From an optimization exercise on the open Yosys and OpenROAD flow, aimed at small area, a short achievable clock period and few clock cycles; shortcuts taken in it are not production practice. At most, simulation tests tie the RTL to the original design; equivalence was not proved. No activity file was given, so power comes from the tool's default toggle rates.

## job 101
==> flow/design.v (excerpt) <==
module pluto_rx (
    input  wire        clk,
    input  wire        rst,
    input  wire        cmd_valid,
    output wire        cmd_ready,
    input  wire [7:0]  cmd,
    input  wire        in_valid,
    output wire        in_ready,
    input  wire [7:0]  in_data,
    input  wire [3:0]  in_nbits,
    input  wire        in_last,
    output reg         out_valid,
    output reg  [7:0]  out_byte,
    output reg         rsp_valid,
    output wire [3:0]  rsp_status,
    output reg  [2:0]  rsp_sub,
    output reg  [31:0] rsp_value
);
==> module pluto_rx_step, before the edit <==
module pluto_rx_step (
    input  wire [15:0] blk,
    output wire [2:0]  mis
);
    localparam [15:0] P16 = 16'hB4E5;
    wire [15:0] e = blk ^ P16;
    function [1:0] fa(input a, input b, input c);    
        fa = {(a & b) | (a & c) | (b & c), a ^ b ^ c};
    endfunction
    wire [1:0] f0 = fa(e[0],  e[1],  e[2]);
    wire [1:0] f1 = fa(e[3],  e[4],  e[5]);
    wire [1:0] f2 = fa(e[6],  e[7],  e[8]);
    wire [1:0] f3 = fa(e[9],  e[10], e[11]);
    wire [1:0] f4 = fa(e[12], e[13], e[14]);
    wire [1:0] g0 = fa(f0[0], f1[0], f2[0]);
    wire [1:0] g1 = fa(f3[0], f4[0], e[15]);
    wire [1:0] h0 = fa(g0[0], g1[0], 1'b0);
    wire [1:0] k0 = fa(f0[1], f1[1], f2[1]);
    wire [1:0] k1 = fa(f3[1], f4[1], g0[1]);
    wire [1:0] k2 = fa(g1[1], h0[1], 1'b0);
    wire [1:0] m0 = fa(k0[0], k1[0], k2[0]);
    wire [1:0] n0 = fa(k0[1], k1[1], k2[1]);
    wire [1:0] p0 = fa(n0[0], m0[1], 1'b0);
    assign mis = (n0[1] | p0[1]) ? 3'd7 : {p0[0], m0[0], h0[0]};
endmodule
==> flow/config.mk <==
export PLATFORM = sky130hd
export DESIGN_NAME = pluto_rx
export DESIGN_NICKNAME = pluto_rx
export VERILOG_FILES = /design/flow/design.v
export SDC_FILE = /design/flow/constraint.sdc
export NUM_CORES = 4
export LEC_CHECK = 0
export ABC_AREA = 1
export CAP_MARGIN = 20
export CORE_MARGIN = 2
export CORE_UTILIZATION = 65
export CTS_CLUSTER_DIAMETER = 90
export CTS_CLUSTER_SIZE = 24
export SLEW_MARGIN = 20
==> flow/constraint.sdc <==
create_clock -name core_clock -period 10.0 [get_ports {clk}]
set_input_delay 2.0000 -clock core_clock [delete_from_list [all_inputs] [get_ports {clk}]]
set_output_delay 2.0000 -clock core_clock [all_outputs]
set_load 0.01 [all_outputs]
standard.sh (not shown) runs the stock make flow with config.mk's settings and CLKGATE_MAP_FILE= SYNTH_SCRIPT=/design/flow/synth_recipe.tcl, a recipe that flattens the netlist after the stock synthesis.
==> flow/flow/run.sh <==
#!/bin/bash
# The standard layout (standard.sh), with timing repair aimed at a 3.2 ns
# clock (setup margin 6.8 ns at the 10 ns constraint), plain buf_2 cells as
# the port buffers, and no separate adder-cell mapping in synthesis (ABC maps
# the adders with the rest of the logic). Full tool output is in standard.log.
set -e
bash standard.sh SETUP_SLACK_MARGIN=6.8 ADDER_MAP_FILE= \
    BUFFER_PORTS_ARGS="-buffer_cell sky130_fd_sc_hd__buf_2" finish > standard.log 2>&1
Testbench counts of job 101, summed over its fixed seeds: cycles 38,315.
[inputs] job 102 vs job 101
diff --git a/flow/design.v b/flow/design.v
--- a/flow/design.v
+++ b/flow/design.v
@@ -1,30 +1,20 @@
 module pluto_rx_step (
     input  wire [15:0] blk,
     output wire [2:0]  mis
 );
     localparam [15:0] P16 = 16'hB4E5;
     wire [15:0] e = blk ^ P16;
-    function [1:0] fa(input a, input b, input c);    
-        fa = {(a & b) | (a & c) | (b & c), a ^ b ^ c};
-    endfunction
-    wire [1:0] f0 = fa(e[0],  e[1],  e[2]);
-    wire [1:0] f1 = fa(e[3],  e[4],  e[5]);
-    wire [1:0] f2 = fa(e[6],  e[7],  e[8]);
-    wire [1:0] f3 = fa(e[9],  e[10], e[11]);
-    wire [1:0] f4 = fa(e[12], e[13], e[14]);
-    wire [1:0] g0 = fa(f0[0], f1[0], f2[0]);
-    wire [1:0] g1 = fa(f3[0], f4[0], e[15]);
-    wire [1:0] h0 = fa(g0[0], g1[0], 1'b0);
-    wire [1:0] k0 = fa(f0[1], f1[1], f2[1]);
-    wire [1:0] k1 = fa(f3[1], f4[1], g0[1]);
-    wire [1:0] k2 = fa(g1[1], h0[1], 1'b0);
-    wire [1:0] m0 = fa(k0[0], k1[0], k2[0]);
-    wire [1:0] n0 = fa(k0[1], k1[1], k2[1]);
-    wire [1:0] p0 = fa(n0[0], m0[1], 1'b0);
-    assign mis = (n0[1] | p0[1]) ? 3'd7 : {p0[0], m0[0], h0[0]};
+    integer k;
+    reg [4:0] s;
+    always @* begin
+        s = 5'd0;
+        for (k = 0; k < 16; k = k + 1)
+            s = s + {4'd0, e[k]};
+    end
+    assign mis = (s > 5'd7) ? 3'd7 : s[2:0];
 endmodule
 module pluto_rx (
     input  wire        clk,
     input  wire        rst,
     input  wire        cmd_valid,
     output wire        cmd_ready,
- Job 102 ended up with a lower clock skew than job 101 did.
- For the met2 track utilization from global routing, job 102 came in 1.2 points higher than job 101 did.
- Job 102 vs. job 101: floorplan die height shows an increase of 1.7%; area occupied by multi-input gates went up; area enclosed by the die boundary +3.5%.
Testbench counts of job 102, summed over its fixed seeds: cycles 38,315.

========
RTL: one of the versions met above, not the one the previous note started from.
For scale: about 2800 cells after synthesis, about 76 I/O pins.
// pluto_rx
module pluto_rx (
    input  wire        clk,
    input  wire        rst,
    input  wire        cmd_valid,
    output wire        cmd_ready,
    input  wire [7:0]  cmd,
    input  wire        in_valid,
    output wire        in_ready,
    input  wire [7:0]  in_data,
    input  wire [3:0]  in_nbits,
    input  wire        in_last,
    output reg         out_valid,
    output reg  [7:0]  out_byte,
    output reg         rsp_valid,
    output wire [3:0]  rsp_status,
    output reg  [2:0]  rsp_sub,
    output reg  [31:0] rsp_value
);
clock: 10.0 ns
lec_check: 0
abc_area: 1
cap_margin: 20
core_margin: 2
core_utilization: 55
cts_cluster_diameter: 90
cts_cluster_size: 24
slew_margin: 20
Scripts as last shown in full above: flow/flow/run.sh
Testbench counts at the start, summed over its fixed seeds: cycles 38,315.
Edit:
--- a/flow/design.v
+++ b/flow/design.v
@@ -327,42 +327,39 @@
                 accn <= accn + k;
             end
         end
     end
     reg [31:0] crc;
     reg        t3_end;
     reg [1:0]  t3_op, t3_sub;
-    reg         crcok;              
     wire [31:0] crc_n = crc_byte(crc, out_byte);
     always @(posedge clk) begin
         if (rst) t3_end <= 1'b0;
         else     t3_end <= t2_end;
         t3_op  <= t2_op;
         t3_sub <= t2_sub;
         if (t2_cmd)     crc <= 32'hFFFF_FFFF;
-        else if (t2_bv) begin
-            crc   <= crc_n;
-            crcok <= (~crc_n == W[31:0]);
-        end
+        else if (t2_bv) crc <= crc_n;
     end
     reg [1:0] st;
     assign rsp_status = {2'b00, st};
     wire [14:0] off = bestoff - 15'd135;
+    wire [31:0] crcrx = t1_beat ? W[39:8] : W[31:0];
     always @(posedge clk) begin
         if (rst) rsp_valid <= 1'b0;
         else     rsp_valid <= t3_end;
         case (t3_op)
         OP_CRC: begin
             st <= ST_OK; rsp_sub <= 3'd0; rsp_value <= ~crc;
         end
         OP_DEC: begin
             rsp_value <= 32'd0;
             if (t3_sub != 2'd0) begin
                 st <= ST_NONE; rsp_sub <= {1'b0, t3_sub};
-            end else if (!crcok) begin
+            end else if (~crc != crcrx) begin
                 st <= ST_NONE; rsp_sub <= 3'd6;
             end else begin
                 st <= ST_OK; rsp_sub <= 3'd0;
             end
         end
         OP_FIND: begin
             rsp_sub <= 3'd0;
After rerunning: Non-clock buffer count climbs by 10. Design area climbs by about 1.1%. Combinational power drops by 42%. First-iteration DRC count drops by 2.3%. Global-route usage climbs by 0.41 points. Worst setup slack gains 0.0038 ns. Clock power climbs by about 6%.
No functional check of the RTL was part of the second run of this note.

========
Setup of the previous run:
pluto_rx, a different RTL version from the one above (not shown whole).
For scale: about 410 flip-flops, ~21000 um^2 of cells after synthesis.
## pluto_rx
module pluto_rx (
    input  wire        clk,
    input  wire        rst,
    input  wire        cmd_valid,
    output wire        cmd_ready,
    input  wire [7:0]  cmd,
    input  wire        in_valid,
    output wire        in_ready,
    input  wire [7:0]  in_data,
    input  wire [3:0]  in_nbits,
    input  wire        in_last,
    output reg         out_valid,
    output reg  [7:0]  out_byte,
    output reg         rsp_valid,
    output wire [3:0]  rsp_status,
    output reg  [2:0]  rsp_sub,
    output reg  [31:0] rsp_value
);
export LEC_CHECK = 0
export ABC_AREA = 1
export CAP_MARGIN = 20
export CORE_MARGIN = 2
export CORE_UTILIZATION = 65
export CTS_CLUSTER_DIAMETER = 90
export CTS_CLUSTER_SIZE = 24
export SLEW_MARGIN = 20
create_clock -name core_clock -period 10.0 [get_ports {clk}]
==> flow/flow/run.sh <==
#!/bin/bash
# The standard layout (standard.sh), with timing repair aimed at a 3.1 ns
# clock (setup margin 6.9 ns at the 10 ns constraint), plain buf_2 cells as
# the port buffers, and no separate adder-cell mapping in synthesis (ABC maps
# the adders with the rest of the logic). Full tool output is in standard.log.
set -e
bash standard.sh SETUP_SLACK_MARGIN=6.9 ADDER_MAP_FILE= \
    BUFFER_PORTS_ARGS="-buffer_cell sky130_fd_sc_hd__buf_2" finish > standard.log 2>&1
Testbench counts of the previous run, summed over its fixed seeds: cycles 38,315.
Inputs modified between the previous run and the current run:
--- a/flow/design.v
+++ b/flow/design.v
@@ -109,17 +109,17 @@
         else case (in_nbits)
             4'd0: mm <= 8'h00; 4'd1: mm <= 8'h01; 4'd2: mm <= 8'h03; 4'd3: mm <= 8'h07;
             4'd4: mm <= 8'h0F; 4'd5: mm <= 8'h1F; 4'd6: mm <= 8'h3F; 4'd7: mm <= 8'h7F;
             default: mm <= 8'hFF;
         endcase
     end
     reg  [11:0] bc;                 
     reg  [78:0] W;                  
-    wire [25:0] Q = W[57:32];
+    reg  [25:0] Q;
     reg  [1:0]  ph;
     reg         lenbad;
     reg  [1:0]  gp;                 
     reg  [1:0]  cy;                 
     wire is_dec  = (op == OP_DEC);
     wire is_find = (op == OP_FIND);
     wire is_crc  = (op == OP_CRC);
     wire hdr_lt8 = (bc[11:3] == 9'd0);
@@ -240,25 +240,26 @@
         t1_vj  <= vj;
         t1_s   <= Snew;
         t1_lv  <= (t0_beat && is_find) ? lane_ok : 8'd0;
         if (t0_cmd) begin
             bc <= 12'd0;
             gp <= 2'd0;
         end else if (t0_beat) begin
             if (bc != 12'hFFF) bc <= bc + 12'd1;
-            if (!(is_dec && !hdr_lt8))   W <= V[78:0];
-            else if (pay && rm[0] && gend) W[57:32] <= Q_d;
+            if (!(is_dec && !hdr_lt8)) W <= V[78:0];
             if (is_dec && bc == 12'd4) begin
                 lenbad <= (W[31:0] == 32'd0) || (W[31:0] > MAX_LEN);
+                Q      <= W[25:0];
                 ph     <= 2'd0;
             end
             if (pay) begin
                 if (rm[0]) begin
                     ph <= gend ? 2'd0 : ph + 2'd1;
+                    if (gend) Q <= Q_d;
                 end
                 gp <= (rate[1] == rate[0]) ? 2'd0 :
                       (gp == 2'd0 ? 2'd2 : (gp == 2'd2 ? 2'd1 : 2'd0));
                 cy <= {x6, x7};
             end
         end
     end
     reg  [7:1]  cur;                
==> comparison <==
The post-route minimum period of the current run was superior to that of the previous run. Comparing the current run with the previous run, the later-pin clock latency in the skew report came out essentially unchanged. Length of routed met3 wiring: the current run < the previous run. Between the previous run and the current run, power per cell area is higher for the current run, the previous run comes in under that. Across both runs, count of inverters not on the clock network in the layout was higher for the current run than for the previous run. In the metrics for the previous run and the current run, the one carrying the higher total routing usage reported by global routing is the previous run. Delta (the current run minus the previous run): sink count of the clock tree increased about 6%, portion of total power attributed to the clock network increased by 0.3 points relative to the old numbers, tapcell count shows an increase of 40, core utilization increased 0.55 points, number of CTS-inserted buffers now larger. [compare] base=the previous run new=the current run: sum of net half-perimeters after detailed placement now sits higher; routed wire length +2.5%; first-pass GRT wire length went up.
For the current run, only the layout was checked, not whether the RTL still works.

==> re-timing with driven ports <==
How much do the figures lean on ideal ports? The routed layouts below were timed once more, with nothing changed but the port constraints.
Step 1 assumes that a clkbuf_16 drives the clock port and a buf_2 every other input.
Step 2 also shifts input and output timing later by t, the mid clock arrival at the registers, as if the neighbouring blocks saw the same clock.
a / b / c = ideal / step 1 / step 2; a / b = the first two.
run | shift t [ns] | setup slack, ns | hold slack, ns | slew at the worst register clock pin (ns)
job 101 | 0.608 | 6.846 / 6.794 / 6.912 | 0.333 / 0.333 / 0.333 | 0.10 / 0.10
job 102 | 0.599 | 6.852 / 6.796 / 6.685 | 0.333 / 0.333 / 0.333 | 0.10 / 0.10
the first run of note 2 | 0.631 | 6.821 / 6.765 / 6.577 | 0.332 / 0.332 / 0.332 | 0.10 / 0.10
the second run of note 2 | 0.629 | 6.825 / 6.767 / 6.724 | 0.331 / 0.331 / 0.331 | 0.10 / 0.10
the previous run | 0.589 | 6.922 / 6.865 / 6.670 | 0.334 / 0.334 / 0.334 | 0.11 / 0.11
the current run | 0.602 | 6.942 / 6.889 / 6.630 | 0.332 / 0.332 / 0.332 | 0.11 / 0.11
After both steps every run listed still meets setup and hold. For the current run, which loses most, drivers alone change the setup slack by -0.053 ns; drivers and shift together by -0.312 ns.
